This design comes from an exercise in tuning for small area, a short achievable clock period and few clock cycles on the open sky130 flow, not from production work.
RTL that was checked went through simulation tests only; none was proved equivalent to the original.
Only the layout flow was run in runs 1 to 6; the RTL was not checked for function there.

### flow/design.v
module codex32_cks (
    input  wire        clk,
    input  wire        rst,
    input  wire        cmd_valid,
    output wire        cmd_ready,
    input  wire [15:0] cmd_word,
    input  wire        cmd_empty,
    input  wire        in_valid,
    output wire        in_ready,
    input  wire [7:0]  in_data,
    input  wire        in_last,
    output wire        out_valid,
    input  wire        out_ready,
    output wire [7:0]  out_data,
    output wire        out_last,
    output wire [3:0]  out_status
);
    localparam [64:0] GS0 = 65'h19dc500ce73fde210;
    localparam [64:0] GS1 = 65'h1bfae00def77fe529;
    localparam [64:0] GS2 = 65'h1fbd920fffe7bee52;
    localparam [64:0] GS3 = 65'h1739640bdeee3fdad;
    localparam [64:0] GS4 = 65'h07729a039cfc75f5a;
    localparam [64:0] TS  = 65'h10ce0795c2fd1e62a;
    localparam [64:0] IS  = 65'h23181b3;
    localparam [64:0] IAS = 65'h11899c7f0c7127e48;    
    localparam [74:0] GL0 = 75'h3d59d273535ea62d897;
    localparam [74:0] GL1 = 75'h7a9becb6361c6c51507;
    localparam [74:0] GL2 = 75'h543f9b7e6c38d8a2a0e;
    localparam [74:0] GL3 = 75'h0c577eaeccf1990d13c;
    localparam [74:0] GL4 = 75'h1887f74f8dc71b10651;
    localparam [74:0] TL  = 75'h43381e570bf4798ab26;
    localparam [74:0] IL  = 75'h23181b3;
    localparam [74:0] IAL = 75'h6f4b3a330a74687026c;   
    localparam [1:0] OP_PMODS  = 2'd0;
    localparam [1:0] OP_PMODL  = 2'd1;
    localparam [1:0] OP_CKSUM  = 2'd2;
    localparam [1:0] OP_VERIFY = 2'd3;
    reg         cr;           
    reg         ir;           
    reg         cur;          
    reg         fin;          
    reg         crd;          
    reg         pv;           
    reg  [4:0]  psym;
    reg         pbig;         
    reg         plast;
    reg  [4:0]  sh;           
    reg  [1:0]  op;
    reg         aug;          
    reg         ill;
    reg         bad;
    reg  [6:0]  len;          
    reg  [64:0] res_s;
    reg  [74:0] res_l;
    reg         ov;           
    reg  [4:0]  od;           
    reg         olast;
    reg  [1:0]  ost;
    reg  [3:0]  nx;           
    reg         rlong;        
    reg         rone;         
    wire dec_legal = (cmd_word == 16'h4000) || (cmd_word == 16'h4001) ||
                     (cmd_word == 16'h5000) || (cmd_word == 16'h6000);
    wire [1:0] dec_op = cmd_word[13] ? OP_VERIFY :
                        cmd_word[12] ? OP_CKSUM  :
                        cmd_word[0]  ? OP_PMODL  : OP_PMODS;
    wire cmd_fire = cmd_valid && cr;
    wire in_fire  = in_valid  && ir;
    wire out_fire = ov && out_ready;
    wire pe       = pv && cur;                
    wire [4:0]  slo    = psym & {5{pe & ~aug}};
    wire [4:0]  fs     = res_s[64:60] ^ sh;
    wire [4:0]  fl     = res_l[74:70] ^ sh;
    wire [64:0] step_s = {res_s[59:0], slo}
                       ^ (GS0 & {65{fs[0]}}) ^ (GS1 & {65{fs[1]}}) ^ (GS2 & {65{fs[2]}})
                       ^ (GS3 & {65{fs[3]}}) ^ (GS4 & {65{fs[4]}});
    wire [74:0] step_l = {res_l[69:0], slo}
                       ^ (GL0 & {75{fl[0]}}) ^ (GL1 & {75{fl[1]}}) ^ (GL2 & {75{fl[2]}})
                       ^ (GL3 & {75{fl[3]}}) ^ (GL4 & {75{fl[4]}});
    wire fin_go    = fin && !ov;
    wire fault     = ill | bad;
    wire vok       = !fault && (((len <= 7'd93) && res_s == TS) ||
                                (len[6] && len[5] && res_l == TL));
    wire nbad      = bad | pbig;
    wire k_long    = (op == OP_PMODL) || (aug && (len >= 7'd80));
    wire k_one     = ill || nbad || (op == OP_VERIFY);
    wire e_long    = dec_legal && (cmd_word == 16'h4001);
    wire e_one     = !dec_legal || (cmd_word == 16'h6000);
    reg  [4:0]  tgt;
    always @(*) begin
        tgt = 5'd0;
        if (rlong) begin
            case (nx)
                4'd0:  tgt = TL[74:70];
                4'd1:  tgt = TL[69:65];
                4'd2:  tgt = TL[64:60];
                4'd3:  tgt = TL[59:55];
                4'd4:  tgt = TL[54:50];
                4'd5:  tgt = TL[49:45];
                4'd6:  tgt = TL[44:40];
                4'd7:  tgt = TL[39:35];
                4'd8:  tgt = TL[34:30];
                4'd9:  tgt = TL[29:25];
                4'd10: tgt = TL[24:20];
                4'd11: tgt = TL[19:15];
                4'd12: tgt = TL[14:10];
                4'd13: tgt = TL[9:5];
                default: tgt = TL[4:0];
            endcase
        end else begin
            case (nx)
                4'd0:  tgt = TS[64:60];
                4'd1:  tgt = TS[59:55];
                4'd2:  tgt = TS[54:50];
                4'd3:  tgt = TS[49:45];
                4'd4:  tgt = TS[44:40];
                4'd5:  tgt = TS[39:35];
                4'd6:  tgt = TS[34:30];
                4'd7:  tgt = TS[29:25];
                4'd8:  tgt = TS[24:20];
                4'd9:  tgt = TS[19:15];
                4'd10: tgt = TS[14:10];
                4'd11: tgt = TS[9:5];
                default: tgt = TS[4:0];
            endcase
        end
    end
    wire [4:0] src_s = fin ? res_s[64:60] : res_s[59:55];
    wire [4:0] src_l = fin ? res_l[74:70] : res_l[69:65];
    wire [4:0] grp   = (rlong ? src_l : src_s) ^ (tgt & {5{aug}});
    wire       nlast = rlong ? (nx == 4'd14) : (nx == 4'd12);
    wire       adv   = out_fire && !olast;       
    wire       r_en  = pe || adv;
    wire       last_pe  = pe && plast;
    wire       ov_next  = fin_go || (ov && !(out_fire && olast));
    wire       early_cr = last_pe && k_one && !ov_next;
    wire       pv_next  = in_fire || (pv && !pe);
    wire       cur_next = (cur && !last_pe) || (cmd_fire && !cmd_empty);
    wire       pe_next  = pv_next && cur_next;
    wire [4:0] psym_nx  = in_fire ? in_data[4:0] : psym;
    wire       aug_nx   = cmd_fire ? cmd_word[12] : aug;
    wire [4:0] top_r    = rlong ? res_l[74:70] : res_s[64:60];
    wire [4:0] sec_r    = rlong ? res_l[69:65] : res_s[59:55];
    assign cmd_ready  = cr;
    assign in_ready   = ir;
    assign out_valid  = ov;
    assign out_data   = {3'b000, od};
    assign out_last   = olast;
    assign out_status = {2'b00, ost};
    always @(posedge clk) begin
        if (cmd_fire) begin
            res_s <= cmd_word[12] ? IAS : IS;
            res_l <= cmd_word[12] ? IAL : IL;
        end else if (r_en) begin
            res_s <= step_s;
            res_l <= step_l;
        end
        if (pe_next)
            sh <= psym_nx & {5{aug_nx}};
        else if (adv)
            sh <= sec_r;
        else
            sh <= top_r;
        if (cmd_fire) begin
            op  <= dec_op;
            aug <= cmd_word[12];
            ill <= !dec_legal;
            bad <= 1'b0;
            len <= 7'd0;
        end else if (pe) begin
            bad <= nbad;
            if (!(len[6] & len[5]))
                len <= len + 7'd1;
        end
        if (in_fire) begin
            psym  <= in_data[4:0];
            pbig  <= |in_data[7:5];
            plast <= in_last;
        end
        if (last_pe) begin
            rlong <= k_long;
            rone  <= k_one;
        end else if (cmd_fire && cmd_empty) begin
            rlong <= e_long;
            rone  <= e_one;
        end
        if (fin_go)
            ost <= ill ? 2'd1 : (bad ? 2'd2 : 2'd0);
        if (fin_go || adv) begin
            if (fin_go && rone) begin
                od    <= {4'd0, vok};
                olast <= 1'b1;
            end else begin
                od    <= grp;
                olast <= nlast;
            end
        end
        if (rst) begin
            cr  <= 1'b1;
            ir  <= 1'b1;
            cur <= 1'b0;
            fin <= 1'b0;
            crd <= 1'b0;
            pv  <= 1'b0;
            ov  <= 1'b0;
            nx  <= 4'd0;
        end else begin
            pv  <= pv_next;
            cur <= cur_next;
            ir  <= !pv_next || cur_next;
            fin <= last_pe || (cmd_fire && cmd_empty) || (fin && !fin_go);
            ov  <= ov_next;
            if (early_cr)
                crd <= 1'b1;
            else if (fin_go)
                crd <= 1'b0;
            if (early_cr || (fin_go && rone && !crd) || (adv && nlast))
                cr <= 1'b1;
            else if (cmd_fire)
                cr <= 1'b0;
            if (fin_go && rone)
                nx <= 4'd0;
            else if (fin_go || adv)
                nx <= nlast ? 4'd0 : nx + 4'd1;
        end
    end
endmodule
### flow/constraint.sdc
create_clock -name core_clock -period 4.0 [get_ports {clk}]
set_input_delay 0.8000 -clock core_clock [delete_from_list [all_inputs] [get_ports {clk}]]
set_output_delay 0.8000 -clock core_clock [all_outputs]
set_load 0.01 [all_outputs]
### flow/run.sh
#!/bin/bash
# synth_recipe.tcl (not shown) runs the flow's synth.tcl, then flattens the netlist and writes it again
# the make line also repeats each setting of config.mk as NAME=value (left out here)
make -C /OpenROAD-flow-scripts/flow DESIGN_CONFIG=/design/flow/config.mk WORK_HOME=/design/flow/orfs CLKGATE_MAP_FILE= SYNTH_SCRIPT=/design/flow/synth_recipe.tcl finish
### flow/config.mk
export PLATFORM = sky130hd
export DESIGN_NAME = codex32_cks
export DESIGN_NICKNAME = codex32_cks
export VERILOG_FILES = /design/flow/design.v
export SDC_FILE = /design/flow/constraint.sdc
export NUM_CORES = 4
export LEC_CHECK = 0
export CAP_MARGIN = 20
export CORE_MARGIN = 2
export CORE_UTILIZATION = 40
export SETUP_SLACK_MARGIN = 1.8
export SLEW_MARGIN = 20
==> results.cfg, run 1 <==
[yosys]
yosys_warnings = 1
synth_edf_count = 155
synth_area_leaders = edfxtp_1, xnor2_1, dfxtp_1, xor2_1, nand2_1
syn_area_um2 = 10100
synth_top_cells_by_count = edfxtp_1, xnor2_1, nand2_1
syn_area_per_cell_um2 = 11.8
async_flop_share_pct = 0
synth_top_cell_by_area = edfxtp_1
yosysTopAreaCellShare_pct = 46.1
ys_seq_elements = 195
synth.most_common_cell = edfxtp_1
synth_top_flop_cell = edfxtp_1
yosysSeqAreaShare_pct = 54.0
yosysUniqueCellTypes = 61
syn_inst = 858

[sta]
period_share_pct = 56.5
finalSetupTns_ps = 0
slew_headroom_pct = 56.5
hold_violations = 0
drv_slew = 0
fin_crit_ps = 2260
max_freq_mhz = 442
tightestPinTransition_ps = 652
clock_skew_ps = 10.1
rsz0062_at_grt = true
setup_viol = 0

[global_routing]
grt_max_degree = 105
grt_overflow_total = 0
antenna_found_initial = 0
grt_usage_pct = 19.7
grt_pass1_wl_um = 39000
first_global_vias = 6763

[floorplanning]
core.rowCount = 58
die_x_um = 163
initial_core_util_pct = 40.4
core_area_um2 = 25000
io_pins = 47
die_area_um2 = 26500
die_h_um = 163

[placed_design]
gp_congestion = 0.855
portBuffers = 41
dp_hpwl_um = 16900
dp_cells = 1211

[critical_path]
required_ps = 4370
critPathLaunch = out_ready
cp_max_fo = 4
startpoint_type = primary input
r2r_start = rone$_DFFE_PP_
crit_path_end_kind = flip-flop
critical_path_class = primary input to flip-flop
worstPathArrival_ps = 2630

[clock_tree]
root_buffer = clkbuf_16
cts_tree = yes
hold_buffers = 0
htree_levels = 4
clk_path_buf_depth = 2
clock_sinks = 195
clk_pin_slew_ps = 70
clk_latency_ps = 440
cts_buffers = 17

[routing]
antenna_left = 0
routed_wirelength_um = 25600
dr.pass1.iters = 4
vias = 6909
drc_errors = 0
drt-initial-drc-count = 662
wl_per_cell_um = 19.6
viasPerCell = 5.28

[run_status]
status = timing/DRC/antenna clean

[worst_hold_path]
hp-class = flip-flop to flip-flop
hold_start = crd$_SDFFE_PP0P_

[cells_and_area]
synthToLayoutAreaGrowth_pct = 26.8
drive_above_1_share_pct = 22.5
postLayoutCoreUtil_pct = 51.3
fin_cells = 1308
antenna_cells = 0
fin_nets = 1006
fillers = 2127

[run]
max-cap-violations = 0
final timing paths:
path / end / cells after the start / slack [ps]
worst max-delay path: flip-flop / 9 / 1740
worst min-delay path: crd$_SDFFE_PP0P_ / 2 / 460
worst max register to register: flip-flop / 8 / 1770
worst min register to register: crd$_SDFFE_PP0P_ / 2 / 460
kinds of logic after synthesis:
| group | share of synthesized area (%) |
|---|---|
| simple gates | 13.3 |
| buf+inv | 2.33 |
| fa+ha+maj | 1.24 |
| compound gates | 6.52 |
| flops | 54.0 |
| xor+xnor | 18.4 |
| other cells | 0.0371 |
| mux | 4.19 |
worst max-delay path, stage by stage:
cell and delay [ps]:
buf_8 100, and3b_2 230, o2111a_2 280, or4b_4 570, inv_8 100, ha_4 140
inv_2 40, mux2_4 250, mux2i_1 120
layer usage:
metal	part of all wire, %	global-route usage [%]
met5	0	0
met4	2.5	7.24
met3	5.7	3.90
met2	47	31.2
met1	45	26.8
stage by stage:
| stage | worst slack [ps] | instance area (um^2) | hold slack [ps] |
|---|---|---|---|
| 4_1_cts | 1690 | 12300 | 458 |
| 3_5_place_dp | 578 | 11100 | 447 |
| 2_1_floorplan | 1250 | 10300 | 431 |
| 3_3_place_gp | 633 | 11100 | 446 |
| 5_1_grt | 1710 | 12800 | 497 |
| 6_report | 1740 | 12800 | 459 |
timing repair:
action	in CTS	in global routing
endpoints found under the setup margin	257	70
pin swaps	20	18
resized for setup	61	46
setup buffers	36	29
cell type report:
type,instances,area [um^2],area share (%)
clock inverter,14,118,0.918
clock buffer,18,429,3.35
timing repair buffer,121,1210,9.42
inverter,19,87.6,0.684
sequential,195,5460,42.7
multi-input combinational,611,5090,39.7
tap,330,413,3.22
flip-flops by register name, indices dropped and copies added (netlist names), 2 cells and up, named ones only:
name   flops
od         5
op         2
ost        2
res_s     65
nx         4
psym       5
sh         5
res_l     75
len        7
cell usage in the layout, fill, tap and decap left out, types with 5 or more instances in the layout:
cell / count
a21o_1: 5
a21oi_1: 12
buf_12: 10
buf_4: 58
buf_6: 9
clkbuf_16: 17
clkdlybuf4s50_1: 37
conb_1: 5
dfxtp_1: 36
edfxtp_1: 155
ha_1: 5
ha_4: 5
inv_1: 12
inv_6: 5
mux2_2: 5
mux2i_1: 13
mux4_2: 10
nand2_1: 83
nand3_1: 11
nand4_1: 12
nor2_1: 71
nor2b_1: 6
nor3_1: 6
nor4b_1: 6
nor4bb_1: 9
o21ai_0: 59
o31ai_1: 5
or2_2: 8
xnor2_1: 92
xnor2_2: 8
xnor2_4: 18
xor2_1: 63
xor2_4: 6
==> inputs of run 2 (changes only) <==
--- a/flow/config.mk
+++ b/flow/config.mk
@@ -8,5 +8,5 @@
 export CAP_MARGIN = 20
 export CORE_MARGIN = 2
 export CORE_UTILIZATION = 40
-export SETUP_SLACK_MARGIN = 1.8
+export SETUP_SLACK_MARGIN = 1.5
 export SLEW_MARGIN = 20
==> run 2 against run 1 <==
Against the previous run: via count shrank 2.2%; register-to-register slack got worse by 240 ps; die area unchanged; clock-buffer cell count down 1; fmax down 8.6%; flip-flop and latch count is the same; synthesized area unchanged; global-route usage down 0.24 points.
==> results.cfg, run 2 <==
[placed_design]
dp_cells = 1216
gp_congestion = 0.794
dp_hpwl_um = 17000
portBuffers = 41

[yosys]
yosysUniqueCellTypes = 61
yosys_warnings = 1
synth_top_cell_by_area = edfxtp_1
synth_edf_count = 155
synth_top_flop_cell = edfxtp_1
syn_inst = 858
synth_area_leaders = edfxtp_1, xnor2_1, dfxtp_1, xor2_1, nand2_1
syn_area_um2 = 10100
yosysSeqAreaShare_pct = 54.0
synth.most_common_cell = edfxtp_1
yosysTopAreaCellShare_pct = 46.1
synth_top_cells_by_count = edfxtp_1, xnor2_1, nand2_1
async_flop_share_pct = 0
syn_area_per_cell_um2 = 11.8
ys_seq_elements = 195

[clock_tree]
clk_latency_ps = 440
cts_buffers = 17
htree_levels = 4
clk_pin_slew_ps = 80
clk_path_buf_depth = 2
root_buffer = clkbuf_16
cts_tree = yes
clock_sinks = 195
hold_buffers = 0

[sta]
max_freq_mhz = 404
period_share_pct = 61.8
clock_skew_ps = 13.6
rsz0062_at_grt = true
hold_slack_ps = 471
tightestPinTransition_ps = 854
hold_violations = 0
fin_crit_ps = 2470
finalSetupTns_ps = 0
drv_slew = 0
setup_viol = 0
slew_headroom_pct = 42.6

[floorplanning]
core_area_um2 = 25000
die_x_um = 163
io_pins = 47
initial_core_util_pct = 40.4
die_area_um2 = 26500
die_h_um = 163
core.rowCount = 58

[routing]
drc_errors = 0
wl_per_cell_um = 19.9
routed_wirelength_um = 25200
viasPerCell = 5.33
dr.pass1.iters = 5
vias = 6754
drt-initial-drc-count = 537
antenna_left = 0

[run_status]
status = timing/DRC/antenna clean

[global_routing]
grt_pass1_wl_um = 38500
grt-busiest-layer = met2
antenna_found_initial = 0
grt_usage_pct = 19.4
grtUsageMet2_pct = 30.7
grt_max_degree = 101
grt_overflow_total = 0
met3_usage_pct = 3.72
use_met1_pct = 27.7
first_global_vias = 6506

[cells_and_area]
fin_cells = 1266
antenna_cells = 0
fin_nets = 964
drive_above_1_share_pct = 14.9
largest_reg_flops = 75
final_common_cell = edfxtp_1
synthToLayoutAreaGrowth_pct = 18.3
mostFrequentLayoutCells = edfxtp_1, xnor2_1, nand2_1, nor2_1, xor2_1
largest_register = res_l
largestRegisters = res_l (75), res_s (65), len (7)

[critical_path]
worstPathCellList = xnor2_2 -> buf_4 -> xor3_1 -> xnor2_1 -> xor2_1 -> a21o_1
critical_path_class = flip-flop to flip-flop
critPathLaunch = res_l[73]$_DFFE_PP_
startpoint_type = flip-flop
required_ps = 4190
crit_path_end_kind = flip-flop
worstPathArrival_ps = 2660
crit_end = res_l[71]$_DFFE_PP_
crit_slowest_cell = xor3_1
r2r_cells = 6
reg2reg_setup_slack_ps = 1530
crit_path_max_incr_delay_ps = 560
cp_max_fo = 6
r2r_start = res_l[73]$_DFFE_PP_
r2r-end = res_l[71]$_DFFE_PP_

[run]
max-cap-violations = 0

[worst_hold_path]
hp-class = flip-flop to flip-flop
[run 2: cell count changes in the layout (fill, tap and decap cells not counted), moves of 4 or more]
cell and change:
xnor2_4 -15, xor2_1 +5, buf_12 -6, nor4_1 +4, buf_4 -25, xnor2_1 +13, buf_6 -9
[run 2: repair_timing]
| item | in CTS | in global routing |
|---|---|---|
| gates resized for setup | 17 | 12 |
| hold endpoints to repair | 0 | 0 |
| pin swaps | 4 | 4 |
| cloned | 1 | 0 |
| buffers inserted | 8 | 9 |
| setup endpoints to repair | 176 | 51 |
[run 2: worst min-delay path by stage]
stage | from | endpoint | slack [ps] | depth (start not counted)
floorplan | crd$_SDFFE_PP0P_ | crd$_SDFFE_PP0P_ | 430 | 2
global placement | crd$_SDFFE_PP0P_ | crd$_SDFFE_PP0P_ | 450 | 2
detailed placement | crd$_SDFFE_PP0P_ | crd$_SDFFE_PP0P_ | 450 | 2
CTS | crd$_SDFFE_PP0P_ | crd$_SDFFE_PP0P_ | 470 | 2
global route | crd$_SDFFE_PP0P_ | crd$_SDFFE_PP0P_ | 510 | 2
finish | crd$_SDFFE_PP0P_ | crd$_SDFFE_PP0P_ | 470 | 2
[run 2: cells by family after synthesis]
family	Yosys count	share of synthesized area (%)
adders and majority gates	10	1.24
xor gates and xnor gates	194	18.4
buffers and inverters	56	2.33
DFF	195	54.0
muxes	29	4.19
AOI/OAI and AO/OA	110	6.52
other	1	0.0371
and+or+nand+nor	263	13.3
[run 2: area by class of cell]
type | instances | area, um^2
clock buffers | 17 | 425
clock inverters | 15 | 161
fillers | 2246 | 13000
inverters | 19 | 85.1
multi-input cells | 612 | 4670
flip-flops and latches | 195 | 5460
well taps | 330 | 413
repair buffers | 78 | 732
[run 2: per-layer routing]
metal  routed length [um]  vias to the layer above
li1                     -                     3167
met1                11700                     3373
met2                11800                      196
met3                 1440                       18
met4                  257                        0
met5                    0                        -
[run 2: stage by stage]
step           setup WS [ps]  util (%)  area [um^2]
2_1_floorplan           1250         -        10200
3_3_place_gp             630      44.4        11100
3_5_place_dp             585      44.4        11100
4_1_cts                 1490      47.4        11800
5_1_grt                 1470      47.8        11900
6_report                1530      47.8        11900
[run 2: worst max-delay path, delay by kind of cell, from the launching register on]
kind	cells	cell delay [ps]
AOI/OAI and AO/OA	1	200
xor gates and xnor gates	4	1290
buffers and inverters	1	230
DFF	1	520
==> inputs of run 3 (changes only) <==
--- a/flow/config.mk
+++ b/flow/config.mk
@@ -8,5 +8,5 @@
 export CAP_MARGIN = 20
 export CORE_MARGIN = 2
 export CORE_UTILIZATION = 40
-export SETUP_SLACK_MARGIN = 1.5
+export SETUP_SLACK_MARGIN = 2.0
 export SLEW_MARGIN = 20
==> run 3 against run 2 <==
Against the previous run: clock skew fell by 1.9 ps; via count increased by 7.9%; final area up 16%; largest cell class is now multi-input combinational cells; wire length increased by 14%; still clean.
==> results.cfg, run 3 <==
[cells_and_area]
final_common_cell = edfxtp_1
largestRegisters = res_l (75), res_s (65), len (7)
fillers = 2002
largest_register = res_l
fin_nets = 1061
stdcell_area_um2 = 13800
largest_reg_flops = 75
antenna_cells = 0
synthToLayoutAreaGrowth_pct = 36.9
mostFrequentLayoutCells = edfxtp_1, buf_4, nand2_1, nor2_1, xnor2_1
drive_above_1_share_pct = 30.8
fin_cells = 1363

[yosys]
async_flop_share_pct = 0
synth_xor_xnor_area_share_pct = 18.4
synth_edf_count = 155
ys_seq_elements = 195
synth_top_family_by_area = XOR/XNOR gates
synth.most_common_cell = edfxtp_1
yosys_warnings = 1
synth_compound_area_share_pct = 6.52
syn_inst = 858
synth_area_leaders = edfxtp_1, xnor2_1, dfxtp_1, xor2_1, nand2_1
synth_top_cells_by_count = edfxtp_1, xnor2_1, nand2_1
yosysSeqAreaShare_pct = 54.0
muxShareOfSynthArea_pct = 4.19
syn_area_um2 = 10100
yosysTopAreaCellShare_pct = 46.1
synth_fa_ha_area_share_pct = 1.24
synth_top_flop_cell = edfxtp_1
syn_area_per_cell_um2 = 11.8
yosysUniqueCellTypes = 61
synth_top_cell_by_area = edfxtp_1
synthSimpleGateAreaFrac_pct = 13.3

[routing]
viasPerCell = 5.35
routed_wirelength_um = 28600
vias = 7288
dr.pass1.iters = 5
antenna_left = 0
wl_per_cell_um = 21.0
drt-initial-drc-count = 741
drc_errors = 0

[critical_path]
worstPathArrival_ps = 2420
worstPathCellList = xnor2_4 -> xnor3_4 -> xnor2_4 -> buf_12 -> xnor2_2 -> a21o_1
crit_path_end_kind = flip-flop
critPathBufInv = 1
reg2reg_setup_slack_ps = 1760
crit_path_frequent_cell = xnor2_4
cp_max_fo = 4
critical_path_class = flip-flop to flip-flop
crit_path_max_incr_delay_ps = 590
crit_slowest_cell = xnor3_4
required_ps = 4190
critPathLaunch = res_s[60]$_DFFE_PP_
startpoint_type = flip-flop
cp_top_family = XOR/XNOR gates
r2r_start = res_s[60]$_DFFE_PP_

[placed_design]
dp_hpwl_um = 17300
gp_congestion = 0.855
placed_area_um2 = 11300
portBuffers = 41
dp_cells = 1211

[sta]
tightestPinTransition_ps = 669
hold_violations = 0
drv_slew = 0
rsz0062_at_grt = true
slew_headroom_pct = 55.1
setup_viol = 0
max_freq_mhz = 447
clock_skew_ps = 11.7
hold_slack_ps = 464
finalSetupTns_ps = 0
fin_crit_ps = 2240
period_share_pct = 55.9

[floorplanning]
io_pins = 47
die_h_um = 163
core_area_um2 = 25000
initial_core_util_pct = 40.4
die_area_um2 = 26500
die_x_um = 163
core.rowCount = 58

[run_status]
status = timing/DRC/antenna clean

[clock_tree]
root_buffer = clkbuf_16
clk_pin_slew_ps = 70
clock_sinks = 195
htree_levels = 4
cts_tree = yes
clk_latency_ps = 440
cts_buffers = 17
clk_path_buf_depth = 2

[global_routing]
antenna_found_initial = 0
grt_overflow_total = 0
grt_max_degree = 68
grt_usage_pct = 21.5
first_global_vias = 7121
grt_pass1_wl_um = 42800

[worst_hold_path]
hp-class = flip-flop to flip-flop
hold_start = crd$_SDFFE_PP0P_

[run]
max-cap-violations = 0
==> run 3: cell counts after synthesis <==
Identical to the previous run, type by type.
==> run 3: final timing paths <==
kind	endpoint	cells after the start
max	res_s[21]$_DFFE_PP_	6
min	crd$_SDFFE_PP0P_	2
max reg2reg	res_s[21]$_DFFE_PP_	6
min reg2reg	crd$_SDFFE_PP0P_	2
==> run 3: worst reg2reg max path, stage by stage, from the launching register on <==
cell and delay, ps:
edfxtp_1 520, xnor2_4 210, xnor3_4 590, xnor2_4 190, buf_12 150, xnor2_2 120, a21o_1 200
==> run 3: routing by layer <==
metal / global-route usage, % / wire, um
met1: 29.6 / 12300
met2: 35.0 / 14200
met3: 3.18 / 1460
met4: 7.16 / 620
met5: 0 / 0
==> run 3: cells by family after synthesis <==
group / Yosys count
multiplexers: 29
XOR/XNOR: 194
AND/OR/NAND/NOR: 263
other: 1
flip-flops: 195
adder cells (fa/ha/maj): 10
AO/OA/AOI/OAI: 110
buffers and inverters: 56
==> run 3: layout make-up <==
type	instances	area, um^2	area share [%]
Inverter	19	83.8	0.606
Clock buffer	18	429	3.10
Tap cell	330	413	2.99
Clock inverter	14	143	1.03
Multi-Input combinational cell	613	5510	39.9
Sequential cell	195	5470	39.6
Timing Repair Buffer	174	1770	12.8
==> run 3: stage by stage <==
| stage | worst slack (ps) | utilization (%) |
|---|---|---|
| floorplan | 1250 | - |
| global placement | 616 | 45.1 |
| detailed placement | 572 | 45.1 |
| CTS | 1780 | 52.7 |
| global route | 1720 | 55.4 |
| finish | 1760 | 55.4 |
==> run 3: what timing repair did <==
action	4_1_cts	5_1_grt
cloned	2	1
setup endpoints to repair	324	102
buffers inserted	86	31
pin swaps	48	52
hold buffers	0	0
gates resized for setup	114	91
==> inputs of run 4 (changes only) <==
--- a/flow/config.mk
+++ b/flow/config.mk
@@ -7,6 +7,6 @@
 export LEC_CHECK = 0
 export CAP_MARGIN = 20
 export CORE_MARGIN = 2
-export CORE_UTILIZATION = 40
-export SETUP_SLACK_MARGIN = 2.0
+export CORE_UTILIZATION = 60
+export SETUP_SLACK_MARGIN = 1.8
 export SLEW_MARGIN = 20
==> run 4 against run 3 <==
Against the previous run: highest routed layer unchanged; via count is 1.1% lower; still clean; final area down 9.0%; register-to-register slack hardly changed; die area decreased by 33%.
==> results.cfg, run 4 <==
[run_status]
status = timing/DRC/antenna clean

[clock_tree]
clk_path_buf_depth = 2
clk_pin_slew_ps = 80
root_buffer = clkbuf_16
clk_latency_ps = 440
htree_levels = 4
clock_sinks = 195
cts_tree = yes
cts_buffers = 17

[cells_and_area]
synthToLayoutAreaGrowth_pct = 24.6
largestRegisters = res_l (75), res_s (65), len (7)
regArea_um2 = 5470
fin_nets = 1010
largest_register = res_l
largest_reg_flops = 75
multiInputGateArea_um2 = 4990
drive_above_1_share_pct = 21.9
fin_cells = 1202
fillers = 1062
final_common_cell = edfxtp_1
mostFrequentLayoutCells = edfxtp_1, xnor2_1, nand2_1, nor2_1, buf_4
antenna_cells = 0

[run]
max-cap-violations = 0

[critical_path]
cp_max_fo = 7
r2r_cells = 6
r2r_start = res_s[62]$_SDFFCE_PP0P_
startpoint_type = primary input
reg2reg_setup_slack_ps = 1780
critical_path_class = primary input to flip-flop
crit_path_end_kind = flip-flop
required_ps = 4370
r2r-end = res_s[55]$_DFFE_PP_
critPathLaunch = rst
worstPathArrival_ps = 2590

[yosys]
synth_compound_area_share_pct = 6.52
synth_xor_xnor_area_share_pct = 18.4
yosysSeqAreaShare_pct = 54.0
muxShareOfSynthArea_pct = 4.19
synthSimpleGateAreaFrac_pct = 13.3
synth_fa_ha_area_share_pct = 1.24
synth_edf_count = 155
synth_area_leaders = edfxtp_1, xnor2_1, dfxtp_1, xor2_1, nand2_1
synth_top_cells_by_count = edfxtp_1, xnor2_1, nand2_1
synth_top_family_by_area = XOR/XNOR gates
synth.most_common_cell = edfxtp_1
syn_area_um2 = 10100
yosys_warnings = 1
synth_top_flop_cell = edfxtp_1
syn_inst = 858
synth_top_cell_by_area = edfxtp_1
yosysUniqueCellTypes = 61
yosysTopAreaCellShare_pct = 46.1
ys_seq_elements = 195
async_flop_share_pct = 0
syn_area_per_cell_um2 = 11.8

[placed_design]
dp_cells = 1095
portBuffers = 41
gp_congestion = 0.840
dp_hpwl_um = 16600

[sta]
rsz0062_at_grt = true
clock_skew_ps = 9.81
drv_slew = 0
fin_crit_ps = 2220
hold_violations = 0
setup_viol = 0
max_freq_mhz = 450
period_share_pct = 55.6
slew_headroom_pct = 54.4
tightestPinTransition_ps = 684
finalSetupTns_ps = 0

[routing]
viasPerCell = 5.99
dr.pass1.iters = 5
vias = 7205
wl_per_cell_um = 22.2
drt-initial-drc-count = 833
antenna_left = 0
drc_errors = 0
routed_wirelength_um = 26700

[global_routing]
antenna_found_initial = 0
grt_usage_pct = 30.8
grt_pass1_wl_um = 40900
grt_overflow_total = 0
grt_max_degree = 66
first_global_vias = 7163

[worst_hold_path]
min_delay_path_depth = 2
hold_start = crd$_SDFFE_PP0P_
holdPathEnd = crd$_SDFFE_PP0P_
hp-class = flip-flop to flip-flop

[floorplanning]
core.rowCount = 47
io_pins = 47
die_x_um = 134
die_area_um2 = 17900
core_area_um2 = 16500
initial_core_util_pct = 61.1
die_h_um = 134
-- run 4: cell counts after synthesis --
No cell type changed its count.
-- run 4: layout make-up --
| class | instances | share of cell area [%] |
|---|---|---|
| Clock inverter | 15 | 1.39 |
| Multi-Input combinational cell | 613 | 39.7 |
| Sequential cell | 195 | 43.5 |
| Timing Repair Buffer | 123 | 9.24 |
| Clock buffer | 17 | 3.38 |
| Tap cell | 220 | 2.19 |
| Inverter | 19 | 0.666 |
-- run 4: critical path: stages --
cell	delay, ps
clkdlybuf4s15_2	250
or2_4	280
or4b_4	610
inv_8	100
ha_4	130
inv_2	30
mux2_2	250
mux2i_1	140
-- run 4: kinds of logic after synthesis --
family	count (synthesis)
buffers and inverters	56
muxes	29
adders and majority gates	10
xor gates and xnor gates	194
and+or+nand+nor	263
DFF	195
AOI/OAI and AO/OA	110
other	1
-- run 4: routing by layer --
| layer | wire length, um | share of wire (%) | GRT usage [%] | vias to the layer above |
|---|---|---|---|---|
| li1 | - | - | - | 3260 |
| met1 | 10600 | 40 | 40.4 | 3571 |
| met2 | 13400 | 50 | 49.4 | 315 |
| met3 | 1890 | 7.1 | 6.62 | 59 |
| met4 | 874 | 3.3 | 13.9 | 0 |
| met5 | 0 | 0 | 0 | - |
-- run 4: metrics by stage --
stage | util (%) | worst slack [ps] | hold slack (ps) | area, um^2
after global routing | 76.1 | 1710 | 532 | 12600
after CTS | 74.2 | 1780 | 471 | 12300
after detailed placement | 66.0 | 458 | 460 | 10900
after global placement | 66.0 | 612 | 447 | 10900
final | 76.1 | 1780 | 474 | 12600
after floorplan | - | 1250 | 431 | 10300
-- run 4: repair_timing --
item / 4_1_cts / 5_1_grt
hold buffers: 0 / 0
hold endpoints to repair: 0 / 0
setup buffers: 49 / 23
cloned: 3 / 0
pin swaps: 25 / 13
setup endpoints to repair: 276 / 56
gates resized for setup: 63 / 22
-- run 4: worst max-delay path by stage --
stage | cells after the start | end
after global routing | 8 | flip-flop
after CTS | 6 | res_s[16]$_DFFE_PP_
after global placement | 8 | flip-flop
final | 8 | flip-flop
after floorplan | 2 | res_l[0]$_DFFE_PP_
after detailed placement | 8 | flip-flop
==> inputs of run 5 (changes only) <==
--- a/flow/design.v
+++ b/flow/design.v
@@ -40,6 +40,7 @@
     reg         cur;          
     reg         fin;          
     reg         crd;          
+    reg         efin;         
     reg         pv;           
     reg  [4:0]  psym;
     reg         pbig;         
@@ -84,8 +85,8 @@
     wire nbad      = bad | pbig;
     wire k_long    = (op == OP_PMODL) || (aug && (len >= 7'd80));
     wire k_one     = ill || nbad || (op == OP_VERIFY);
-    wire e_long    = dec_legal && (cmd_word == 16'h4001);
-    wire e_one     = !dec_legal || (cmd_word == 16'h6000);
+    wire e_long    = !ill && (op == OP_PMODL);
+    wire e_one     = ill || (op == OP_VERIFY);
     reg  [4:0]  tgt;
     always @(*) begin
         tgt = 5'd0;
@@ -136,7 +137,10 @@
     wire       early_cr = last_pe && k_one && !ov_next;
     wire       pv_next  = in_fire || (pv && !pe);
     wire       cur_next = (cur && !last_pe) || (cmd_fire && !cmd_empty);
-    wire       pe_next  = pv_next && cur_next;
+    wire       om       = (fin && !rone) || (ov && !olast);
+    wire       ld       = fin_go || adv;         
+    wire       clr      = nlast || (fin && rone);
+    wire [4:0] od_new   = (fin && rone) ? {4'd0, vok} : grp;
     wire [4:0] psym_nx  = in_fire ? in_data[4:0] : psym;
     wire       aug_nx   = cmd_fire ? cmd_word[12] : aug;
     wire [4:0] top_r    = rlong ? res_l[74:70] : res_s[64:60];
@@ -155,7 +159,7 @@
             res_s <= step_s;
             res_l <= step_l;
         end
-        if (pe_next)
+        if (!om)
             sh <= psym_nx & {5{aug_nx}};
         else if (adv)
             sh <= sec_r;
@@ -180,20 +184,15 @@
         if (last_pe) begin
             rlong <= k_long;
             rone  <= k_one;
-        end else if (cmd_fire && cmd_empty) begin
+        end else if (efin) begin
             rlong <= e_long;
             rone  <= e_one;
         end
         if (fin_go)
             ost <= ill ? 2'd1 : (bad ? 2'd2 : 2'd0);
-        if (fin_go || adv) begin
-            if (fin_go && rone) begin
-                od    <= {4'd0, vok};
-                olast <= 1'b1;
-            end else begin
-                od    <= grp;
-                olast <= nlast;
-            end
+        if (ld) begin
+            od    <= od_new;
+            olast <= clr;
         end
         if (rst) begin
             cr  <= 1'b1;
@@ -201,6 +200,7 @@
             cur <= 1'b0;
             fin <= 1'b0;
             crd <= 1'b0;
+            efin <= 1'b0;
             pv  <= 1'b0;
             ov  <= 1'b0;
             nx  <= 4'd0;
@@ -208,7 +208,8 @@
             pv  <= pv_next;
             cur <= cur_next;
             ir  <= !pv_next || cur_next;
-            fin <= last_pe || (cmd_fire && cmd_empty) || (fin && !fin_go);
+            efin <= cmd_fire && cmd_empty;
+            fin <= last_pe || efin || (fin && !fin_go);
             ov  <= ov_next;
             if (early_cr)
                 crd <= 1'b1;
@@ -218,10 +219,8 @@
                 cr <= 1'b1;
             else if (cmd_fire)
                 cr <= 1'b0;
-            if (fin_go && rone)
-                nx <= 4'd0;
-            else if (fin_go || adv)
-                nx <= nlast ? 4'd0 : nx + 4'd1;
+            if (ld)
+                nx <= clr ? 4'd0 : nx + 4'd1;
         end
     end
 endmodule
--- a/flow/config.mk
+++ b/flow/config.mk
@@ -7,6 +7,6 @@
 export LEC_CHECK = 0
 export CAP_MARGIN = 20
 export CORE_MARGIN = 2
-export CORE_UTILIZATION = 60
+export CORE_UTILIZATION = 40
 export SETUP_SLACK_MARGIN = 1.8
 export SLEW_MARGIN = 20
==> run 5 against run 4 <==
Against the previous run: highest routed layer unchanged; still clean; clock-buffer cell count is the same; clock skew is 2.6 ps higher; non-clock buffer count is 13 higher; critical path depth fell by 2; largest cell class unchanged; synthesized area is 1.9% higher; final area increased by 4.0%; via count grew 1.6%.
==> results.cfg, run 5 <==
[floorplanning]
core_area_um2 = 25200
core.rowCount = 58
die_x_um = 164
io_pins = 47
die_h_um = 164
initial_core_util_pct = 40.8
die_area_um2 = 27000

[critical_path]
worstPathCellList = xor2_4 -> xnor3_2 -> xnor2_4 -> buf_12 -> xnor2_2 -> a21o_1
startpoint_type = flip-flop
reg2reg_setup_slack_ps = 1810
crit_path_end_kind = flip-flop
r2r_start = res_s[63]$_SDFFCE_PP0P_
crit_path_max_incr_delay_ps = 550
worstPathArrival_ps = 2390
r2r_cells = 6
crit_slowest_cell = xnor3_2
r2r-end = res_s[17]$_DFFE_PP_
cp_max_fo = 5
required_ps = 4190
critical_path_class = flip-flop to flip-flop

[yosys]
yosysUniqueCellTypes = 68
synth_area_leaders = edfxtp_1, xnor2_1, dfxtp_1, xor2_1, nand2_1
syn_area_per_cell_um2 = 11.4
synth_top_flop_cell = edfxtp_1
yosysSeqAreaShare_pct = 53.2
syn_area_um2 = 10300
yosys_warnings = 1
synth_edf_count = 155
async_flop_share_pct = 0
ys_seq_elements = 196
synth_top_cells_by_count = edfxtp_1, xnor2_1, nand2_1
synth_top_cell_by_area = edfxtp_1
synth.most_common_cell = edfxtp_1
syn_inst = 900
yosysTopAreaCellShare_pct = 45.2

[placed_design]
portBuffers = 41
gp_congestion = 0.849
dp_hpwl_um = 18100

[run]
max-cap-violations = 0

[clock_tree]
root_buffer = clkbuf_16
cts_tree = yes
htree_levels = 4
cts_buffers = 17
hold_buffers = 0
clk_latency_ps = 440
clock_sinks = 196
clk_path_buf_depth = 2
clk_pin_slew_ps = 70

[routing]
wl_per_cell_um = 20.7
dr.pass1.iters = 7
viasPerCell = 5.37
vias = 7320
antenna_left = 0
drc_errors = 0
drt-initial-drc-count = 727
routed_wirelength_um = 28200

[global_routing]
grt_overflow_total = 0
grt_pass1_wl_um = 42300
grt_max_degree = 54
antenna_found_initial = 0
first_global_vias = 7158
grt_usage_pct = 21.2

[cells_and_area]
largest_register = res_l
largest_reg_flops = 75
drive_above_1_share_pct = 23.8
antenna_cells = 0
fin_nets = 1062
fillers = 2143
largestRegisters = res_l (75), res_s (65), len (7)
mostFrequentLayoutCells = edfxtp_1, nand2_1, xnor2_1, buf_4, xor2_1
synthToLayoutAreaGrowth_pct = 27.2
final_common_cell = edfxtp_1

[sta]
rsz0062_at_grt = true
period_share_pct = 54.8
tightestPinTransition_ps = 737
hold_violations = 0
drv_slew = 0
fin_crit_ps = 2190
max_freq_mhz = 456
clock_skew_ps = 12.5
finalSetupTns_ps = 0
slew_headroom_pct = 50.9
setup_viol = 0

[worst_hold_path]
hp-class = flip-flop to flip-flop
min_delay_path_depth = 2
holdPathEnd = crd$_SDFFE_PP0P_
hold_start = crd$_SDFFE_PP0P_

[run_status]
status = timing/DRC/antenna clean
[run 5: cell count changes after synthesis, sizes merged, moves of 7 or more]
| cell | change |
|---|---|
| clkbuf | +7 |
| a21oi | +11 |
| nand2 | +9 |
| mux4 | -8 |
| nor2 | -12 |
| or2 | +7 |
[run 5: layout make-up]
cell class,count,area (um^2),area share (%)
clock buffers,17,425,3.25
clock inverters,15,168,1.28
inverters,18,91.3,0.698
multi-input cells,652,5210,39.8
flip-flops and latches,196,5490,41.9
well taps,330,413,3.15
repair buffers,136,1300,9.91
[run 5: cells by family after synthesis]
logic type	count (synthesis)	share of synthesized area, %
compound gates	131	7.66
flops	196	53.2
mux	24	2.70
xor+xnor	195	18.4
buf+inv	57	2.29
fa+ha+maj	10	1.22
simple gates	286	14.4
other cells	1	0.0365
[run 5: timing repair]
item,4_1_cts,5_1_grt
pin swaps,19,24
gates resized for setup,61,39
buffers inserted,48,30
cloned,2,0
endpoints found under the setup margin,240,86
[run 5: through the flow]
stage,area (um^2),utilization (%),cells,setup slack [ps],hold WS (ps)
final,13100,52.0,1364,1810,456
after global routing,13100,52.0,1364,1760,491
after CTS,12700,50.3,1334,1770,459
after detailed placement,11300,44.8,1252,863,449
after global placement,11300,44.8,1252,895,441
after floorplan,10500,-,904,1230,431
[run 5: worst max-delay path by stage]
| stage | start | to | slack (ps) |
|---|---|---|---|
| floorplan | out_ready | res_l[0]$_DFFE_PP_ | 1230 |
| global placement | out_ready | flip-flop | 900 |
| detailed placement | out_ready | flip-flop | 860 |
| CTS | res_s[63]$_SDFFCE_PP0P_ | res_s[30]$_DFFE_PP_ | 1770 |
| global route | res_s[64]$_DFFE_PP_ | res_s[30]$_DFFE_PP_ | 1760 |
| finish | res_s[63]$_SDFFCE_PP0P_ | res_s[17]$_DFFE_PP_ | 1810 |
[run 5: metal layers]
layer  wire [um]  vias up  GRT usage [%]
li1            -     3423              -
met1       12400     3639           28.7
met2       13600      225           34.3
met3        1740       33           3.86
met4         487        0           7.06
met5           0        -              0
[run 5: critical path: cells and delay by family (launching register included)]
family	cells	cell delay [ps]
XOR/XNOR	4	1130
flip-flops	1	490
buffers and inverters	1	170
AO/OA/AOI/OAI	1	170
==> inputs of run 6 (changes only) <==
--- a/flow/config.mk
+++ b/flow/config.mk
@@ -8,5 +8,5 @@
 export CAP_MARGIN = 20
 export CORE_MARGIN = 2
 export CORE_UTILIZATION = 40
-export SETUP_SLACK_MARGIN = 1.8
+export SETUP_SLACK_MARGIN = 2.0
 export SLEW_MARGIN = 20
==> run 6 against run 5 <==
Against the previous run: sequential share of layout area is 3.7 points lower; critical path depth is 2 higher; flip-flop and latch count stayed put; still clean; hold slack improved by 6.3 ps; critical endpoint is now res_l[2]$_DFFE_PP_; largest cell class is now multi-input combinational cells; non-clock buffer count increased by 45.
==> results.cfg, run 6 <==
[run_status]
status = timing/DRC/antenna clean

[yosys]
async_flop_share_pct = 0
synth_area_leaders = edfxtp_1, xnor2_1, dfxtp_1, xor2_1, nand2_1
synth_top_cells_by_count = edfxtp_1, xnor2_1, nand2_1
yosysSeqAreaShare_pct = 53.2
syn_inst = 900
yosys_warnings = 1
synth_edf_count = 155
yosysTopAreaCellShare_pct = 45.2
synth_top_flop_cell = edfxtp_1
yosysUniqueCellTypes = 68
syn_area_um2 = 10300
ys_seq_elements = 196
synth_top_cell_by_area = edfxtp_1
synth.most_common_cell = edfxtp_1
syn_area_per_cell_um2 = 11.4

[routing]
viasPerCell = 5.49
antenna_left = 0
drt-initial-drc-count = 635
drc_errors = 0
vias = 7734
wl_per_cell_um = 21.8
routed_wirelength_um = 30800
dr.pass1.iters = 5

[sta]
rsz0062_at_grt = true
drv_slew = 0
fin_crit_ps = 2220
setup_ws_ps = 1780
tightestPinTransition_ps = 666
hold_slack_ps = 462
slew_headroom_pct = 55.3
clock_skew_ps = 10.8
finalSetupTns_ps = 0
period_share_pct = 55.6
max_freq_mhz = 450
setup_viol = 0
hold_violations = 0

[cells_and_area]
fin_nets = 1108
postLayoutCoreUtil_pct = 57.1
drive_above_1_share_pct = 32.7
antenna_cells = 0
synthToLayoutAreaGrowth_pct = 39.7
largest_reg_flops = 75
mostFrequentLayoutCells = edfxtp_1, nand2_1, buf_4, xnor2_1, nor2_1
largest_register = res_l
final_common_cell = edfxtp_1
largestRegisters = res_l (75), res_s (65), len (7)

[floorplanning]
core_area_um2 = 25200
io_pins = 47
initial_core_util_pct = 40.8
die_x_um = 164
core.rowCount = 58
die_h_um = 164
die_area_um2 = 27000

[critical_path]
critical_path_class = flip-flop to flip-flop
r2r-end = res_l[2]$_DFFE_PP_
required_ps = 4180
crit_path_end_kind = flip-flop
worstPathArrival_ps = 2400
reg2reg_setup_slack_ps = 1780
r2r_start = res_l[72]$_SDFFCE_PP0P_
cp_max_fo = 4
startpoint_type = flip-flop
r2r_cells = 8

[global_routing]
grt_overflow_total = 0
antenna_found_initial = 0
grt_usage_pct = 22.7
grt_pass1_wl_um = 45300
grt_max_degree = 52
first_global_vias = 7561

[worst_hold_path]
holdPathEnd = crd$_SDFFE_PP0P_
hp-class = flip-flop to flip-flop
min_delay_path_depth = 2
hold_start = crd$_SDFFE_PP0P_

[clock_tree]
root_buffer = clkbuf_16
clk_path_buf_depth = 2
clock_sinks = 196
cts_buffers = 17
clk_pin_slew_ps = 70
clk_latency_ps = 450
cts_tree = yes
htree_levels = 4
hold_buffers = 0

[run]
max-cap-violations = 0

[placed_design]
dp_hpwl_um = 18000
gp_congestion = 0.812
dp_slack_ps = 819
portBuffers = 41
[run 6: cell counts after synthesis]
No cell type changed its count.
[run 6: worst max path at each step]
| stage | endpoint | slack, ps | cells past startpoint | start |
|---|---|---|---|---|
| after global routing | res_l[70]$_DFFE_PP_ | 1730 | 8 | res_l[72]$_SDFFCE_PP0P_ |
| after CTS | res_s[25]$_SDFFCE_PP1P_ | 1810 | 5 | res_s[61]$_SDFFCE_PP0P_ |
| after floorplan | res_l[0]$_DFFE_PP_ | 1230 | 2 | out_ready |
| after detailed placement | flip-flop | 820 | 9 | out_ready |
| final | res_l[2]$_DFFE_PP_ | 1780 | 8 | res_l[72]$_SDFFCE_PP0P_ |
| after global placement | flip-flop | 870 | 9 | out_ready |
[run 6: kinds of logic (layout without fill, tap and decap cells)]
family | after synthesis | count (layout) | synth area share (%)
AND/OR/NAND/NOR | 286 | 287 | 14.4
AO/OA/AOI/OAI | 131 | 131 | 7.66
adder cells (fa/ha/maj) | 10 | 10 | 1.22
multiplexers | 24 | 24 | 2.70
XOR/XNOR | 195 | 195 | 18.4
other | 1 | 5 | 0.0365
flip-flops | 196 | 196 | 53.2
buffers and inverters | 57 | 232 | 2.29
[run 6: cell type report]
class	instances	area, um^2
fillers	1999	10800
multi-input cells	652	5870
flip-flops and latches	196	5490
repair buffers	181	1920
clock buffers	17	425
well taps	330	413
clock inverters	15	141
inverters	18	97.6
repair inverters	1	8.76
[run 6: stage by stage]
stage / cells / area [um^2]
after floorplan: 904 / 10700
final: 1410 / 14400
after global placement: 1247 / 11500
after global routing: 1410 / 14400
after detailed placement: 1247 / 11500
after CTS: 1379 / 13700
[run 6: critical path, stage by stage (launching register included)]
cell,delay (ps)
edfxtp_1,510
xor2_4,220
buf_6,140
buf_12,110
buf_12,140
xnor2_4,270
xor2_4,310
xnor2_2,160
o21ai_0,100
[run 6: metal layers]
metal	track usage (%)	up-vias	part of all wire, %	wire (um)
li1	-	3523	-	-
met1	30.8	3827	42	13100
met2	35.8	320	47	14500
met3	5.23	64	7.5	2310
met4	8.05	0	2.9	880
met5	0	-	0	0
[run 6: timing repair]
item                                    in CTS  in global routing
hold endpoints to repair                     0                  0
cloned                                       5                  2
gates resized for setup                    136                 90
setup buffers                               95                 29
endpoints found under the setup margin     305                235
pin swaps                                   48                 52
==> inputs of run 7 (changes only) <==
--- a/flow/design.v
+++ b/flow/design.v
@@ -87,45 +87,35 @@
     wire k_one     = ill || nbad || (op == OP_VERIFY);
     wire e_long    = !ill && (op == OP_PMODL);
     wire e_one     = ill || (op == OP_VERIFY);
-    reg  [4:0]  tgt;
-    always @(*) begin
-        tgt = 5'd0;
-        if (rlong) begin
-            case (nx)
-                4'd0:  tgt = TL[74:70];
-                4'd1:  tgt = TL[69:65];
-                4'd2:  tgt = TL[64:60];
-                4'd3:  tgt = TL[59:55];
-                4'd4:  tgt = TL[54:50];
-                4'd5:  tgt = TL[49:45];
-                4'd6:  tgt = TL[44:40];
-                4'd7:  tgt = TL[39:35];
-                4'd8:  tgt = TL[34:30];
-                4'd9:  tgt = TL[29:25];
-                4'd10: tgt = TL[24:20];
-                4'd11: tgt = TL[19:15];
-                4'd12: tgt = TL[14:10];
-                4'd13: tgt = TL[9:5];
-                default: tgt = TL[4:0];
-            endcase
-        end else begin
-            case (nx)
-                4'd0:  tgt = TS[64:60];
-                4'd1:  tgt = TS[59:55];
-                4'd2:  tgt = TS[54:50];
-                4'd3:  tgt = TS[49:45];
-                4'd4:  tgt = TS[44:40];
-                4'd5:  tgt = TS[39:35];
-                4'd6:  tgt = TS[34:30];
-                4'd7:  tgt = TS[29:25];
-                4'd8:  tgt = TS[24:20];
-                4'd9:  tgt = TS[19:15];
-                4'd10: tgt = TS[14:10];
-                4'd11: tgt = TS[9:5];
-                default: tgt = TS[4:0];
-            endcase
-        end
-    end
+    wire [4:0] tgt_l = ({5{nx == 4'd0}} & 5'd16)
+                     | ({5{nx == 4'd1}} & 5'd25)
+                     | ({5{nx == 4'd2}} & 5'd24)
+                     | ({5{nx == 4'd3}} & 5'd3)
+                     | ({5{nx == 4'd4}} & 5'd25)
+                     | ({5{nx == 4'd5}} & 5'd11)
+                     | ({5{nx == 4'd6}} & 5'd16)
+                     | ({5{nx == 4'd7}} & 5'd23)
+                     | ({5{nx == 4'd8}} & 5'd29)
+                     | ({5{nx == 4'd9}} & 5'd3)
+                     | ({5{nx == 4'd10}} & 5'd25)
+                     | ({5{nx == 4'd11}} & 5'd17)
+                     | ({5{nx == 4'd12}} & 5'd10)
+                     | ({5{nx == 4'd13}} & 5'd25)
+                     | ({5{nx == 4'd14}} & 5'd6);
+    wire [4:0] tgt_s = ({5{nx == 4'd0}} & 5'd16)
+                     | ({5{nx == 4'd1}} & 5'd25)
+                     | ({5{nx == 4'd2}} & 5'd24)
+                     | ({5{nx == 4'd3}} & 5'd3)
+                     | ({5{nx == 4'd4}} & 5'd25)
+                     | ({5{nx == 4'd5}} & 5'd11)
+                     | ({5{nx == 4'd6}} & 5'd16)
+                     | ({5{nx == 4'd7}} & 5'd23)
+                     | ({5{nx == 4'd8}} & 5'd29)
+                     | ({5{nx == 4'd9}} & 5'd3)
+                     | ({5{nx == 4'd10}} & 5'd25)
+                     | ({5{nx == 4'd11}} & 5'd17)
+                     | ({5{nx == 4'd12}} & 5'd10);
+    wire [4:0] tgt   = rlong ? tgt_l : tgt_s;
     wire [4:0] src_s = fin ? res_s[64:60] : res_s[59:55];
     wire [4:0] src_l = fin ? res_l[74:70] : res_l[69:65];
     wire [4:0] grp   = (rlong ? src_l : src_s) ^ (tgt & {5{aug}});
--- a/flow/config.mk
+++ b/flow/config.mk
@@ -7,6 +7,6 @@
 export LEC_CHECK = 0
 export CAP_MARGIN = 20
 export CORE_MARGIN = 2
-export CORE_UTILIZATION = 40
+export CORE_UTILIZATION = 60
 export SETUP_SLACK_MARGIN = 2.0
 export SLEW_MARGIN = 20
==> run 7 against run 6 <==
Against the previous run: clock-buffer cell count is 5 higher; largest cell class unchanged; cell count is 13% lower; critical path type unchanged; via count is 0.37% higher; still clean.
==> results.cfg, run 7 <==
[yosys]
yosysTopAreaCellShare_pct = 47.6
syn_area_um2 = 9780
yosysSeqAreaShare_pct = 54.0
synth_top_flop_cell = edfxtp_1
synth_edf_count = 155
yosysUniqueCellTypes = 54
synth_area_leaders = edfxtp_1, xnor2_1, dfxtp_1, xor2_1, o21ai_0
async_flop_share_pct = 0
synth_top_cells_by_count = edfxtp_1, xnor2_1, nor2_1
synth_top_cell_by_area = edfxtp_1
syn_inst = 824
synth.most_common_cell = edfxtp_1
syn_area_per_cell_um2 = 11.9
yosys_warnings = 1
ys_seq_elements = 186

[sta]
setup_viol = 0
drv_slew = 0
setup_ws_ps = 1830
period_share_pct = 54.1
tightestPinTransition_ps = 794
hold_violations = 0
fin_crit_ps = 2170
slew_headroom_pct = 46.7
rsz0062_at_grt = true
max_freq_mhz = 462
clock_skew_ps = 11.6
finalSetupTns_ps = 0

[cells_and_area]
synthToLayoutAreaGrowth_pct = 39.1
stdcell_area_um2 = 13600
largestRegisters = res_l (75), res_s (65), len (7)
mostFrequentLayoutCells = edfxtp_1, xnor2_1, nor2_1, buf_4, nand2_1
regArea_um2 = 5280
largest_reg_flops = 75
drive_above_1_share_pct = 31.2
largest_register = res_l
antenna_cells = 0
postLayoutCoreUtil_pct = 85.6
final_common_cell = edfxtp_1
fin_nets = 1029
multiInputGateArea_um2 = 5410
fillers = 770

[critical_path]
r2r-end = res_s[15]$_DFFE_PP_
reg2reg_setup_slack_ps = 1830
critical_path_class = flip-flop to flip-flop
crit_path_end_kind = flip-flop
worstPathArrival_ps = 2340
startpoint_type = flip-flop
r2r_start = res_s[63]$_SDFFCE_PP0P_
cp_max_fo = 4
required_ps = 4170
r2r_cells = 8

[routing]
routed_wirelength_um = 32100
drt-initial-drc-count = 1065
wl_per_cell_um = 26.3
drc_errors = 0
antenna_left = 0
viasPerCell = 6.36
dr.pass1.iters = 5
vias = 7763

[placed_design]
dp_hpwl_um = 16300
placed_area_um2 = 10600
portBuffers = 41
dp_slack_ps = 941
gp_congestion = 0.896

[global_routing]
grt_usage_pct = 32.9
first_global_vias = 7283
grt_pass1_wl_um = 42700
grt_max_degree = 53
antenna_found_initial = 0
grt_overflow_total = 0

[clock_tree]
clk_path_buf_depth = 2
cts_buffers = 17
cts_tree = yes
clk_latency_ps = 450
clock_sinks = 186
hold_buffers = 0
clk_pin_slew_ps = 70
htree_levels = 4
root_buffer = clkbuf_16

[floorplanning]
core_area_um2 = 15900
die_area_um2 = 17300
die_h_um = 132
die_x_um = 132
io_pins = 47
initial_core_util_pct = 61.5
core.rowCount = 46

[worst_hold_path]
min_delay_path_depth = 2
holdPathEnd = fin$_SDFF_PP0_
hold_start = efin$_SDFF_PP0_
hp-class = flip-flop to flip-flop

[run_status]
status = timing/DRC/antenna clean

[run]
max-cap-violations = 0
==> run 7: cell count changes after synthesis, sizes merged, moves of 10 or more <==
cell	previous run	this run
nor2	59	75
o21ai	61	84
dfxtp	41	31
nand2	95	64
xnor2	114	129
or2	16	5
==> run 7: worst max-delay path by stage <==
stage / startpoint / to / slack (ps) / depth (start not counted)
after CTS: res_l[71]$_DFFE_PP_ / res_l[32]$_DFFE_PP_ / 1870 / 8
after global placement: out_ready / res_l[14]$_SDFFCE_PP0P_ / 990 / 4
final: res_s[63]$_SDFFCE_PP0P_ / res_s[15]$_DFFE_PP_ / 1830 / 8
after detailed placement: cmd_valid / res_s[9]$_DFFE_PP_ / 940 / 6
after floorplan: out_ready / res_l[0]$_DFFE_PP_ / 1040 / 2
after global routing: res_l[71]$_DFFE_PP_ / od[0]$_DFFE_PP_ / 1770 / 6
==> run 7: through the flow <==
stage          hold slack [ps]  std cells
6_report                   463       1220
5_1_grt                    500       1220
4_1_cts                    466       1180
3_5_place_dp               460       1058
3_3_place_gp               439       1058
2_1_floorplan              431        828
==> run 7: cell type report <==
type / instances / area share, %
Tap cell: 216 / 1.99
Multi-Input combinational cell: 592 / 39.8
Sequential cell: 186 / 38.9
Clock inverter: 10 / 0.497
Inverter: 16 / 0.534
Clock buffer: 22 / 3.41
Timing Repair inverter: 1 / 0.0368
Timing Repair Buffer: 177 / 14.9
==> run 7: what timing repair did <==
item | CTS | global route
gates cloned | 6 | 1
pin swaps | 40 | 69
setup endpoints to repair | 304 | 248
buffers inserted | 84 | 39
resized for setup | 100 | 125
==> run 7: worst max-delay path: stages, from the launching register on <==
cell and delay [ps]:
edfxtp_1 520, xor2_4 210, buf_12 160, xnor2_4 230, buf_12 150, xor2_4 210, buf_12 170, xnor2_1 150
o21ai_1 100
==> run 7: cell families after synthesis <==
kind of cell / share of synthesized area (%)
other: 0.0384
XOR/XNOR: 21.7
buffers and inverters: 2.24
flip-flops: 54.0
AND/OR/NAND/NOR: 11.3
AO/OA/AOI/OAI: 7.17
adder cells (fa/ha/maj): 0.896
multiplexers: 2.75
==> run 7: layer usage <==
layer  vias up  share of wire, %  global-route usage, %
met4         0               7.2                   16.0
li1       3218                 -                      -
met3       150               8.5                   6.48
met5         -                 0                      0
met1      3860                34                   41.6
met2       535                50                   54.4
Testbench counts of run 7, summed over its fixed seeds: cycles 29,847.
==> inputs of run 8 (changes only) <==
--- a/flow/config.mk
+++ b/flow/config.mk
@@ -8,5 +8,5 @@
 export CAP_MARGIN = 20
 export CORE_MARGIN = 2
 export CORE_UTILIZATION = 60
-export SETUP_SLACK_MARGIN = 2.0
+export SETUP_SLACK_MARGIN = 1.8
 export SLEW_MARGIN = 20
==> run 8 against run 7 <==
Against the previous run: fmax decreased by 1.6%; die area unchanged; synthesized cell count unchanged; global-route usage decreased by 3.2 points; clock-buffer cell count decreased by 2; non-clock buffer count decreased by 57; critical path type unchanged.
==> results.cfg, run 8 <==
[run_status]
status = timing/DRC/antenna clean

[yosys]
synth_top_flop_cell = edfxtp_1
syn_area_per_cell_um2 = 11.9
ys_seq_elements = 186
async_flop_share_pct = 0
synth_top_cells_by_count = edfxtp_1, xnor2_1, nor2_1
yosys_warnings = 1
synth_edf_count = 155
synth_top_cell_by_area = edfxtp_1
synth.most_common_cell = edfxtp_1

[cells_and_area]
multiInputGateArea_um2 = 4720
stdcell_area_um2 = 12200
postLayoutCoreUtil_pct = 76.7
regArea_um2 = 5280
mostFrequentLayoutCells = edfxtp_1, xnor2_1, nor2_1, o21ai_0, nand2_1
fillers = 1016
largest_register = res_l
drive_above_1_share_pct = 19.1

[clock_tree]
cts_tree = yes
htree_levels = 4
clk_path_buf_depth = 2
clock_sinks = 186
clk_pin_slew_ps = 70
root_buffer = clkbuf_16

[global_routing]
grt_pass1_wl_um = 38700
grt_usage_pct = 29.7
grt_max_degree = 102
grt_overflow_total = 0
antenna_found_initial = 0

[critical_path]
critical_path_class = flip-flop to flip-flop
cp_max_fo = 2
required_ps = 4220
worstPathArrival_ps = 2420
cp_top_family = simple AND/OR/NAND/NOR gates
crit_slowest_cell = or4_1
crit_path_max_incr_delay_ps = 560
worstPathCellList = or4_1 -> nor4_2 -> a32oi_2 -> o41ai_2
path_depth = 4

[routing]
antenna_left = 0
routed_wirelength_um = 26400
dr.pass1.iters = 5
drt-initial-drc-count = 728
vias = 6972
drc_errors = 0
viasPerCell = 6.01

[run]
max-cap-violations = 0

[sta]
setup_viol = 0
hold_slack_ps = 480
rsz0062_at_grt = true
clock_skew_ps = 7.03
fin_crit_ps = 2200
drv_slew = 0
tightestPinTransition_ps = 733
finalSetupTns_ps = 0
period_share_pct = 55.0
hold_violations = 0
slew_headroom_pct = 50.8

[floorplanning]
die_area_um2 = 17300
die_h_um = 132
io_pins = 47
core_area_um2 = 15900
initial_core_util_pct = 61.5

[placed_design]
portBuffers = 41
gp_congestion = 0.872
placed_area_um2 = 10400

[worst_hold_path]
hp-class = flip-flop to flip-flop
[run 8: cell counts after synthesis]
No cell type changed its count.
[run 8: logic make-up after synthesis]
group / count (synthesis) / share of synthesized area [%]
DFF: 186 / 54.0
and+or+nand+nor: 222 / 11.3
other: 1 / 0.0384
AOI/OAI and AO/OA: 129 / 7.17
muxes: 19 / 2.75
xor gates and xnor gates: 208 / 21.7
buffers and inverters: 52 / 2.24
adders and majority gates: 7 / 0.896
[run 8: tightest hold or removal path, cell delays in order, from the launching register on]
cell,delay (ps)
dfxtp_1,300
inv_1,60
a31oi_1,70
[run 8: path summary, 6_finish.rpt]
path	from	end	slack [ps]
setup reg to reg	res_l[66]$_DFFE_PP_	od[0]$_DFFE_PP_	1800
hold reg to reg	efin$_SDFF_PP0_	fin$_SDFF_PP0_	480
setup / recovery	res_l[66]$_DFFE_PP_	od[0]$_DFFE_PP_	1800
hold / removal	efin$_SDFF_PP0_	fin$_SDFF_PP0_	480
[run 8: layer usage]
metal  GRT usage (%)  up-vias  share of wire, %
li1                -     3104                 -
met1            38.2     3503                40
met2            49.9      297                50
met3            5.48       68               6.3
met4            11.8        0               3.8
met5               0        -                 0
[run 8: cell type report]
class | instances | area share, %
Timing Repair Buffer | 120 | 10.7
Inverter | 16 | 0.554
Multi-Input combinational cell | 590 | 38.7
Tap cell | 216 | 2.22
Sequential cell | 186 | 43.3
Clock inverter | 12 | 0.831
Clock buffer | 20 | 3.58
[run 8: stage by stage]
| stage | cells | worst slack (ps) |
|---|---|---|
| after floorplan | 828 | 1040 |
| after global placement | 1058 | 945 |
| after detailed placement | 1058 | 890 |
| after CTS | 1135 | 1790 |
| after global routing | 1160 | 1750 |
| final | 1160 | 1800 |
[run 8: timing repair]
action / 4_1_cts / 5_1_grt
cloned: 1 / 3
resized for setup: 43 / 26
setup buffers: 44 / 22
endpoints found under the setup margin: 267 / 233
pin swaps: 14 / 23
endpoints found under the hold margin: 0 / 0

[separate check: timing with driven ports]
How much do the figures lean on ideal ports? The routed layouts below were timed once more, with nothing changed but the port constraints.
Step 1: set_driving_cell puts a clkbuf_16 on clk and a buf_2 on each other input, an assumption about the parent block.
Step 2, shift: input delay + t, output delay - t, t = (earliest + latest rising clock arrival at the registers) / 2. This alone moves slack from input paths to output paths.
a / b / c = no drivers / after step 1 / after step 2; a / b = the first two.
| run | shift t [ns] | setup slack, ns | hold WS [ns] | slew at the worst register clock pin (ns) | worst data-port slew with drivers (ns) |
|---|---|---|---|---|---|
| run 1 | 0.478 | 1.740 / 1.749 / 1.271 | 0.459 / 0.459 / 0.459 | 0.08 / 0.08 | 0.05 |
| run 2 | 0.480 | 1.526 / 1.526 / 1.145 | 0.471 / 0.471 / 0.471 | 0.08 / 0.08 | 0.04 |
| run 3 | 0.487 | 1.762 / 1.762 / 1.313 | 0.464 / 0.464 / 0.464 | 0.08 / 0.08 | 0.06 |
| run 4 | 0.482 | 1.776 / 1.785 / 1.309 | 0.474 / 0.474 / 0.474 | 0.08 / 0.08 | 0.04 |
| run 5 | 0.481 | 1.808 / 1.797 / 1.381 | 0.456 / 0.456 / 0.456 | 0.08 / 0.08 | 0.04 |
| run 6 | 0.487 | 1.777 / 1.777 / 1.434 | 0.462 / 0.462 / 0.462 | 0.08 / 0.08 | 0.04 |
| run 7 | 0.488 | 1.834 / 1.834 / 1.528 | 0.463 / 0.463 / 0.463 | 0.07 / 0.07 | 0.05 |
| run 8 | 0.476 | 1.799 / 1.798 / 1.373 | 0.480 / 0.480 / 0.480 | 0.07 / 0.07 | 0.04 |
After both steps setup and hold are still met in every run listed. For run 1, which loses most, drivers alone change the setup slack by +0.009 ns; drivers and shift together by -0.469 ns.
